This is an optimization exercise on Yosys and OpenROAD, whose aim is small area, a short achievable clock period and few clock cycles per item, not a production implementation.
RTL that was checked went through simulation tests only; none was proved equivalent to the original.
No activity file was given, so power comes from the tool's default toggle rates.

Setup of main:
==> flow/design.v (excerpt) <==
module k2000_payload_codec (
    input  wire        clk,
    input  wire        rst,
    input  wire        cmd_valid,
    output wire        cmd_ready,
    input  wire        cmd_dir,       
    input  wire [3:0]  cmd_n,         
    input  wire [20:0] cmd_size,      
    input  wire        in_valid,
    output wire        in_ready,
    input  wire [7:0]  in_data,
    input  wire        in_last,
    output wire        out_valid,
    input  wire        out_ready,
    output wire [7:0]  out_data,
    output wire        out_last,
    output wire        done,
    output wire [2:0]  status,
    output wire [23:0] info_a,
    output wire [23:0] info_b
);
Size in the first run: roughly 1,600 cells after synthesis, ~160 flip-flops, roughly 100 I/O pins.
export LEC_CHECK = 0
export CAP_MARGIN = 20
export CORE_MARGIN = 2
export CORE_UTILIZATION = 40
export CTS_BUF_LIST = sky130_fd_sc_hd__clkbuf_8
export CTS_CLUSTER_DIAMETER = 25
export SETUP_SLACK_MARGIN = 5
export SLEW_MARGIN = 20
create_clock -name core_clock -period 10.0 [get_ports {clk}]
standard.sh (not shown) runs the stock make flow with config.mk's settings and CLKGATE_MAP_FILE= SYNTH_SCRIPT=/design/flow/synth_recipe.tcl, a recipe that flattens the netlist after the stock synthesis.
==> flow/flow/run.sh <==
#!/bin/bash
# Standard ORFS layout with a tighter timing-repair target and single-drive
# port buffers. The clock period and SDC are the standard flow's own (constraint.sdc).
set -euo pipefail
bash standard.sh \
  "SETUP_SLACK_MARGIN=6.3" \
  "BUFFER_PORTS_ARGS=-buffer_cell sky130_fd_sc_hd__buf_2" \
  finish > standard.log 2>&1
The inputs of the feature branch differ from those of main as listed below.
--- a/flow/design.v
+++ b/flow/design.v
@@ -128,32 +128,23 @@
     wire        len_ok  = !over && (rz || (r1 && cnt[3]));
     wire [2:0]  d_code  = bad      ? ST_BADWIDTH :
                           !cks_ok  ? ST_CKSUM    :
                           !len_ok  ? ST_LENGTH   :
                           mal      ? ST_MALFORM  :
                           pad_bad  ? ST_PADBITS  : ST_OK;
     wire        r_dec  = dir ? (enc && take) : emit;
     wire        r_nz_n = r_dec ? !(rz || r1) : !rz;
-    function [3:0] dstage(input [2:0] r, input b, input [2:0] d);    
-        reg [3:0] t;
-        begin
-            t = {r, b};
-            dstage = (t >= {1'b0, d}) ? {1'b1, t[2:0] - d} : {1'b0, t[2:0]};
-        end
-    endfunction
-    wire [2:0]  dstep  = acc[2:0];                          
-    wire        dv_sz  = (dstep != 3'd7);
-    wire        dv_last = (dstep == 3'd7);
-    wire [2:0]  dv_bits = dv_sz ? size[20:18] : nm1;
-    wire [3:0]  dv_s1  = dstage(pad,        dv_bits[2], n);
-    wire [3:0]  dv_s2  = dstage(dv_s1[2:0], dv_bits[1], n);
-    wire [3:0]  dv_s3  = dstage(dv_s2[2:0], dv_bits[0], n);
-    wire [2:0]  dv_q   = {dv_s1[3], dv_s2[3], dv_s3[3]};
-    wire [2:0]  dv_rem = dv_s3[2:0];
+    wire [4:0]  dstep  = acc[4:0];                          
+    wire        dv_sz  = (dstep < 5'd21);
+    wire        dv_last = (dstep == 5'd23);
+    wire        dv_bit = dv_sz ? size[20] : nm1[2'd3 - dstep[1:0]];
+    wire [3:0]  dv_rt  = {pad, dv_bit};
+    wire        dv_ge  = (dv_rt >= {1'b0, n});
+    wire [2:0]  dv_rem = dv_ge ? (dv_rt[2:0] - n) : dv_rt[2:0];
     wire        cn_bad = (cmd_n == 4'd0) || cmd_n[3];
     wire        cn_div = (cmd_n == 4'd3) || (cmd_n == 4'd5) || (cmd_n == 4'd6);
     wire        cn_7   = (cmd_n == 4'd7);
     always @(posedge clk) begin
         if (rst) begin
             idle   <= 1'b1;
             run    <= 1'b0;
             drain  <= 1'b0;
@@ -314,15 +305,15 @@
                 pad <= 3'd0;
             end
         end
         if (e_bend)
             st <= ST_BADWIDTH;
         if (dv) begin
             pad  <= dv_rem;
             if (!pre)
-                xreg <= {xreg[20:0], dv_q};
+                xreg <= {xreg[22:0], dv_ge};
             if (dv_sz)
-                size <= {size[17:0], size[20:18]};
-            acc[2:0] <= dstep + 3'd1;
+                size <= {size[19:0], size[20]};
+            acc[4:0] <= dstep + 5'd1;
         end
     end
 endmodule
Notes after the runs:
- On clock buffer count in the final layout, the higher figure sits with main, not the feature branch.
- Summary of the comparison: die area is lower in the feature branch, relative to main.
- met1 track demand over resource in global routing was lower in the feature branch than in main.
- Per the comparison of the feature branch with main, post-route fraction of the period consumed by the critical path dropped 7.2 points, synthesized area dropped 1.7%, global-route wire length before repair dropped 4.8%, post-layout total power dropped 13%.
- Diff main -> the feature branch: post-layout net count saw a decrease, via-per-instance ratio rose by 0.042, design area lost 3.1%.
No functional check of the RTL was part of any run of this note.

---

Setup of v6:
The RTL this note starts from:
==> flow/design.v <==
module k2000_payload_codec (
    input  wire        clk,
    input  wire        rst,
    input  wire        cmd_valid,
    output wire        cmd_ready,
    input  wire        cmd_dir,       
    input  wire [3:0]  cmd_n,         
    input  wire [20:0] cmd_size,      
    input  wire        in_valid,
    output wire        in_ready,
    input  wire [7:0]  in_data,
    input  wire        in_last,
    output wire        out_valid,
    input  wire        out_ready,
    output wire [7:0]  out_data,
    output wire        out_last,
    output wire        done,
    output wire [2:0]  status,
    output wire [23:0] info_a,
    output wire [23:0] info_b
);
    localparam ST_OK       = 3'd0;
    localparam ST_BADWIDTH = 3'd1;
    localparam ST_CKSUM    = 3'd2;
    localparam ST_LENGTH   = 3'd3;
    localparam ST_MALFORM  = 3'd4;
    localparam ST_PADBITS  = 3'd5;
    reg         idle;        
    reg         run;         
    reg         drain;       
    reg         dv;          
    reg         pre;         
    reg         done_r;
    reg         in_rdy;
    reg         act;         
    reg         dir;
    reg         bad;
    reg  [2:0]  n;
    reg  [20:0] size;
    reg         padv;        
    reg         p7s;         
    reg  [2:0]  pad;         
    reg  [20:0] rcnt;        
    reg         rz;          
    reg         r1;          
    reg  [23:0] kcnt;        
    reg  [23:0] xreg;        
    reg  [7:0]  ebyte;       
    reg  [6:0]  sum;
    reg  [14:0] acc;         
    reg  [3:0]  cnt;         
    reg         first;       
    reg         over;        
    reg         mal;         
    reg         fresh;       
    reg         cks_sent;    
    reg  [2:0]  st;
    reg  [7:0]  od;
    reg         ov;
    reg         olast;
    assign cmd_ready = idle;
    assign in_ready  = in_rdy;
    assign out_valid = ov;
    assign out_data  = od;
    assign out_last  = olast;
    assign done      = done_r;
    assign status    = st;
    assign info_a    = xreg;
    assign info_b    = kcnt;
    function [2:0] m7add(input [2:0] a, input [2:0] b);
        reg [2:0] g, p;
        reg       c0, c1, c2;
        begin
            g  = a & b;
            p  = a ^ b;
            c0 = g[2] | (p[2] & g[1]) | (p[2] & p[1] & g[0]);
            c1 = g[0] | (p[0] & c0);
            c2 = g[1] | (p[1] & g[0]) | (p[1] & p[0] & c0);
            m7add = p ^ {c2, c1, c0};
        end
    endfunction
    wire [20:0] nsz  = ~cmd_size;
    wire [11:0] r7a  = {m7add(nsz[2:0], nsz[5:3]), m7add(nsz[8:6], nsz[11:9]),
                        m7add(nsz[14:12], nsz[17:15]), nsz[20:18]};
    wire [5:0]  r7b  = {m7add(acc[11:9], acc[8:6]), m7add(acc[5:3], acc[2:0])};
    wire [2:0]  r7   = m7add(acc[5:3], acc[2:0]);           
    wire [2:0]  pad7 = (r7 == 3'd7) ? 3'd0 : r7;
    wire [7:0]  nmask  = (8'd1 << n) - 8'd1;
    wire        adv    = !ov || out_ready;
    wire        take   = in_rdy && in_valid;
    wire        r2     = (rcnt == 21'd2);
    wire        dec    = run && !dir;
    wire        enc    = run && dir;
    wire        dat    = !rz && (!r1 || !cnt[3]);
    wire        d_pk   = dec && take && !in_last;           
    wire        d_end  = dec && take && in_last;            
    wire        tk     = act && take && (dir || (!in_last && dat));
    wire [3:0]  n4     = {1'b0, n};
    wire [3:0]  thr    = 4'd8 - n4;                         
    wire [22:0] ya     = {acc, 8'd0} >> cnt;
    wire [7:0]  chunk  = in_data & nmask;
    wire [3:0]  ti     = dir ? {~cnt[3], cnt[2:0]} : (cnt + n4);
    wire [15:0] yi     = {(dir ? in_data : chunk), 8'd0} >> ti;
    wire [7:0]  ybyte  = ya[7:0] | (tk ? yi[7:0] : 8'd0);
    wire [3:0]  fb     = n4 - {1'b0, pad};                   
    wire        ge_t   = dir || (!first && (cnt >= thr));
    wire        ge_0   = cnt[3];
    wire        emit   = act && adv && (tk ? ge_t : ge_0);
    wire [3:0]  c_te   = dir ? (cnt + thr) : (cnt - thr);    
    wire [3:0]  c_t    = dir ? {1'b1, cnt[2:0]} : (first ? fb : (cnt + n4));
    wire [3:0]  c_e    = dir ? (cnt - n4) : {1'b0, cnt[2:0]};
    wire [3:0]  cnt_n  = tk ? (emit ? c_te : c_t) : (emit ? c_e : cnt);
    wire        e_room = adv ? (tk ? !c_te[3] : (cnt < {1'b1, n})) : (!tk && !cnt[3]);
    wire        d_room = adv || (tk ? (c_t <= 4'd8) : (cnt <= 4'd8));
    wire [14:0] acc_t  = dir ? {acc[6:0], in_data} : ((acc << n) | {7'd0, chunk});
    wire [6:0]  addend = dir ? (fresh ? od[6:0] : 7'd0) : in_data[6:0];
    wire [6:0]  addsum = sum + addend;
    wire        e_cks  = enc && act && adv && rz && (cnt == thr) && !cks_sent;
    wire        e_end  = enc && ov && olast && out_ready;
    wire        e_bend = enc && bad && rz;
    wire        d_malb  = (in_data & ~nmask) != 8'd0;
    wire [7:0]  padmask = nmask & ~((8'd1 << (n - pad)) - 8'd1);
    wire        pad_bad = (ebyte & padmask) != 8'd0;
    wire        cks_ok  = (in_data == {1'b0, sum});
    wire        len_ok  = !over && (rz || (r1 && cnt[3]));
    wire [2:0]  d_code  = bad      ? ST_BADWIDTH :
                          !cks_ok  ? ST_CKSUM    :
                          !len_ok  ? ST_LENGTH   :
                          mal      ? ST_MALFORM  :
                          pad_bad  ? ST_PADBITS  : ST_OK;
    wire        r_dec  = dir ? (enc && take) : emit;
    wire        r_nz_n = r_dec ? !(rz || r1) : !rz;
    wire [4:0]  dstep  = acc[4:0];                          
    wire        dv_sz  = (dstep < 5'd21);
    wire        dv_last = (dstep == 5'd23);
    wire [2:0]  nm1    = n - 3'd1;
    wire        dv_bit = dv_sz ? size[20] : nm1[2'd3 - dstep[1:0]];
    wire [3:0]  dv_rt  = {pad, dv_bit};
    wire        dv_ge  = (dv_rt >= {1'b0, n});
    wire [2:0]  dv_rem = dv_ge ? (dv_rt[2:0] - n) : dv_rt[2:0];
    wire [2:0]  padx   = (n == 3'd7) ? pad7 : (nm1 - pad);
    wire [2:0]  padq   = (n == 3'd7) ? ((r7 == 3'd7) ? 3'd1 : (r7 + 3'd1)) : ~pad;    
    wire        cn_bad = (cmd_n == 4'd0) || cmd_n[3];
    wire        cn_div = (cmd_n == 4'd3) || (cmd_n == 4'd5) || (cmd_n == 4'd6);
    wire        cn_7   = (cmd_n == 4'd7);
    always @(posedge clk) begin
        if (rst) begin
            idle   <= 1'b1;
            run    <= 1'b0;
            drain  <= 1'b0;
            dv     <= 1'b0;
            pre    <= 1'b0;
            done_r <= 1'b0;
            in_rdy <= 1'b0;
            act    <= 1'b0;
            ov     <= 1'b0;
        end else begin
            done_r <= 1'b0;
            if (idle && cmd_valid) begin
                idle   <= 1'b0;
                run    <= !cn_div;
                dv     <= cn_div;
                pre    <= cn_div;
                act    <= !(cn_div || cn_7 || cn_bad);
                in_rdy <= !(cn_div || cn_7) && (!cmd_dir || (cmd_size != 21'd0));
            end
            if (run && !padv && p7s)
                act <= 1'b1;
            if (emit || e_cks)
                ov <= 1'b1;
            else if (out_ready)
                ov <= 1'b0;
            if (run) begin
                if (dir)
                    in_rdy <= (padv || p7s) && r_nz_n && (!act || e_room);
                else
                    in_rdy <= (padv || p7s) && !(take && in_last) && (!act || d_room);
            end
            if (d_end) begin
                run <= 1'b0;
                if (d_code == ST_OK) begin
                    if (rz && adv) begin
                        done_r <= 1'b1;
                        act    <= 1'b0;
                    end else
                        drain <= 1'b1;
                end else begin
                    ov  <= 1'b0;
                    act <= 1'b0;
                    if (d_code == ST_LENGTH)
                        dv <= 1'b1;
                    else
                        done_r <= 1'b1;
                end
            end
            if (drain && rz && adv) begin
                drain  <= 1'b0;
                act    <= 1'b0;
                done_r <= 1'b1;
            end
            if (e_end) begin
                run    <= 1'b0;
                act    <= 1'b0;
                done_r <= 1'b1;
            end
            if (e_bend) begin
                run    <= 1'b0;
                done_r <= 1'b1;
            end
            if (dv && dv_last) begin
                dv  <= 1'b0;
                pre <= 1'b0;
                if (pre)
                    run <= 1'b1;
                else
                    done_r <= 1'b1;
            end
            if (done_r)
                idle <= 1'b1;
        end
    end
    always @(posedge clk) begin
        if (idle && cmd_valid) begin
            dir      <= cmd_dir;
            n        <= cmd_n[2:0];
            bad      <= cn_bad;
            size     <= cmd_size;
            rcnt     <= cmd_size;
            rz       <= (cmd_size == 21'd0);
            r1       <= (cmd_size == 21'd1);
            padv     <= !(cn_div || cn_7);
            p7s      <= !cn_7;
            pad      <= 3'd0;
            kcnt     <= 24'd0;
            xreg     <= 24'd0;
            ebyte    <= 8'd0;
            sum      <= 7'd0;
            acc      <= cn_div ? 15'd0 : {3'd0, r7a};
            cnt      <= cmd_dir ? (4'd8 - cmd_n) : 4'd0;
            first    <= 1'b1;
            over     <= 1'b0;
            mal      <= 1'b0;
            fresh    <= 1'b0;
            cks_sent <= 1'b0;
            st       <= ST_OK;
        end
        if (run && !padv && !p7s) begin
            p7s <= 1'b1;
            acc <= {9'd0, r7b};
        end
        if (run && !padv && p7s) begin
            padv <= 1'b1;
            pad  <= padx;
            acc  <= 15'd0;
            if (dir)
                cnt <= {1'b0, padq};
        end
        if (act) begin
            cnt <= cnt_n;
            if (tk)
                acc <= acc_t;
            if (emit) begin
                od    <= dir ? (ybyte & nmask) : ybyte;
                olast <= !dir && r1;
            end
        end
        if (dir ? (enc && fresh) : d_pk)
            sum <= addsum;
        if (enc)
            fresh <= emit;
        if (e_cks) begin
            od       <= {1'b0, addsum};
            olast    <= 1'b1;
            cks_sent <= 1'b1;
        end
        if (d_pk && !bad) begin
            if (kcnt != 24'hFFFFFF)
                kcnt <= kcnt + 24'd1;
            first <= 1'b0;
            if (first || (!mal && d_malb))
                ebyte <= in_data;
            if (!mal && d_malb) begin
                mal  <= 1'b1;
                xreg <= kcnt;
            end
            if (!dat)
                over <= 1'b1;
        end
        if (r_dec) begin
            rcnt <= rcnt - 21'd1;
            rz   <= r1;
            r1   <= r2;
        end
        if (d_end) begin
            st <= d_code;
            if (!bad) begin
                if (!cks_ok)
                    xreg <= {16'd0, in_data};
                kcnt <= !cks_ok ? {17'd0, sum} :
                        !len_ok ? kcnt :
                        mal     ? {16'd0, ebyte} : 24'd0;
            end
            if (d_code == ST_LENGTH) begin
                acc <= 15'd0;
                pad <= 3'd0;
            end
        end
        if (e_bend)
            st <= ST_BADWIDTH;
        if (dv) begin
            pad  <= dv_rem;
            if (!pre)
                xreg <= {xreg[22:0], dv_ge};
            if (dv_sz)
                size <= {size[19:0], size[20]};
            acc[4:0] <= dstep + 5'd1;
        end
    end
endmodule
export LEC_CHECK = 0
export CAP_MARGIN = 20
export CORE_MARGIN = 2
export CORE_UTILIZATION = 40
export CTS_BUF_LIST = sky130_fd_sc_hd__clkbuf_4 sky130_fd_sc_hd__clkbuf_8
export CTS_CLUSTER_SIZE = 20
export PLACE_DENSITY = 0.8
export SETUP_SLACK_MARGIN = 5
export SLEW_MARGIN = 20
create_clock -name core_clock -period 10.0 [get_ports {clk}]
==> flow/flow/run.sh <==
#!/bin/bash
# Standard ORFS layout (the standard.sh, its synthesis unchanged) with a
# tighter timing-repair target and buf_1 port buffers. The clock period and
# SDC are the standard flow's own (constraint.sdc).
set -euo pipefail
bash standard.sh \
  "SETUP_SLACK_MARGIN=6.3" \
  "BUFFER_PORTS_ARGS=-buffer_cell sky130_fd_sc_hd__buf_1" \
  finish > standard.log 2>&1
Testbench counts of v6, summed over its fixed seeds: cycles 55,644, items 27,958.
Setup changes, v6 to v7
--- a/flow/design.v
+++ b/flow/design.v
@@ -36,6 +36,7 @@
     reg         dir;
     reg         bad;
     reg  [2:0]  n;
+    reg  [3:0]  thr;         
     reg  [20:0] size;
     reg         padv;        
     reg         p7s;         
@@ -85,7 +86,19 @@
     wire [5:0]  r7b  = {m7add(acc[11:9], acc[8:6]), m7add(acc[5:3], acc[2:0])};
     wire [2:0]  r7   = m7add(acc[5:3], acc[2:0]);           
     wire [2:0]  pad7 = (r7 == 3'd7) ? 3'd0 : r7;
-    wire [7:0]  nmask  = (8'd1 << n) - 8'd1;
+    reg  [7:0]  nmask;                                      
+    always @(*) begin
+        case (n)
+            3'd1:    nmask = 8'h01;
+            3'd2:    nmask = 8'h03;
+            3'd3:    nmask = 8'h07;
+            3'd4:    nmask = 8'h0f;
+            3'd5:    nmask = 8'h1f;
+            3'd6:    nmask = 8'h3f;
+            3'd7:    nmask = 8'h7f;
+            default: nmask = 8'h00;
+        endcase
+    end
     wire        adv    = !ov || out_ready;
     wire        take   = in_rdy && in_valid;
     wire        r2     = (rcnt == 21'd2);
@@ -96,7 +109,6 @@
     wire        d_end  = dec && take && in_last;            
     wire        tk     = act && take && (dir || (!in_last && dat));
     wire [3:0]  n4     = {1'b0, n};
-    wire [3:0]  thr    = 4'd8 - n4;                         
     wire [22:0] ya     = {acc, 8'd0} >> cnt;
     wire [7:0]  chunk  = in_data & nmask;
     wire [3:0]  ti     = dir ? {~cnt[3], cnt[2:0]} : (cnt + n4);
@@ -130,7 +142,7 @@
                           pad_bad  ? ST_PADBITS  : ST_OK;
     wire        r_dec  = dir ? (enc && take) : emit;
     wire        r_nz_n = r_dec ? !(rz || r1) : !rz;
-    wire [4:0]  dstep  = acc[4:0];                          
+    wire [4:0]  dstep  = sum[4:0];                          
     wire        dv_sz  = (dstep < 5'd21);
     wire        dv_last = (dstep == 5'd23);
     wire [2:0]  nm1    = n - 3'd1;
@@ -223,6 +235,7 @@
         if (idle && cmd_valid) begin
             dir      <= cmd_dir;
             n        <= cmd_n[2:0];
+            thr      <= 4'd8 - {1'b0, cmd_n[2:0]};
             bad      <= cn_bad;
             size     <= cmd_size;
             rcnt     <= cmd_size;
@@ -235,7 +248,7 @@
             xreg     <= 24'd0;
             ebyte    <= 8'd0;
             sum      <= 7'd0;
-            acc      <= cn_div ? 15'd0 : {3'd0, r7a};
+            acc      <= {3'd0, r7a};
             cnt      <= cmd_dir ? (4'd8 - cmd_n) : 4'd0;
             first    <= 1'b1;
             over     <= 1'b0;
@@ -300,10 +313,8 @@
                         !len_ok ? kcnt :
                         mal     ? {16'd0, ebyte} : 24'd0;
             end
-            if (d_code == ST_LENGTH) begin
-                acc <= 15'd0;
-                pad <= 3'd0;
-            end
+            pad <= 3'd0;
+            sum <= 7'd0;
         end
         if (e_bend)
             st <= ST_BADWIDTH;
@@ -313,7 +324,7 @@
                 xreg <= {xreg[22:0], dv_ge};
             if (dv_sz)
                 size <= {size[19:0], size[20]};
-            acc[4:0] <= dstep + 5'd1;
+            sum <= dv_last ? 7'd0 : {2'd0, dstep + 5'd1};
         end
     end
 endmodule
### Flow results
v6: all stages complete, timing, DRC and antenna checks passed. v7: all stages complete, timing, DRC and antenna checks passed. Cells: v7 has fewer instances than v6. Going from v6 to v7, non-clock buffer count shrank by a few percent. v7 has area of the mapped netlist above what v6 had. v7 ended up with a higher post-route met1 wirelength than v6 did. The higher routing usage on met3 came out of v7. Summary: with v6 as the reference, number of sequential cells in the layout in v7 moved up slightly. Worst setup slack was lower in the run labelled v6. v7 against v6: area share of and/or/nand/nor cells after synthesis -0.51 points, share of the clock period used by the worst path -0.71 points. Against v6, v7 reports a global-route usage that is higher. Status: clock network fraction of total power parity (v6, v7). After detailed routing, v6 needs less wire than v7.
Only the layout flow was run in v7; the RTL was not checked for function there.

==> afterwards: timing with drivers on the ports <==
The results above use ideal ports. As a check the final layouts listed here were re-extracted and re-timed, cells and wires unchanged. Step 1: set_driving_cell puts a clkbuf_16 on clk and a buf_2 on each other input, an assumption about the parent block. Step 2 moves the port delays by t, midway between the first and last clock arrival at a register: inputs arrive t later, outputs are due t later. That takes back most of the time a late clock gives input paths. Slacks: no drivers / after step 1 / after step 2; pairs: no drivers / after step 1.
run | shift t [ns] | slack for setup (ns) | hold WS [ns] | worst slew at a driven data input, ns | pins driven straight from the clock port
main | 0.544 | 5.417 / 5.417 / 5.417 | 0.455 / 0.455 / 0.455 | 0.04 | 1
the feature branch | 0.550 | 6.137 / 6.137 / 5.871 | 0.452 / 0.452 / 0.452 | 0.08 | 1
v6 | 0.523 | 6.257 / 6.271 / 5.748 | 0.482 / 0.482 / 0.482 | 0.11 | 1
v7 | 0.520 | 6.327 / 6.302 / 5.781 | 0.457 / 0.457 / 0.457 | 0.10 | 1
After both steps every run listed still meets setup and hold. For v7, which loses most, drivers alone change the setup slack by -0.025 ns; drivers and shift together by -0.546 ns.
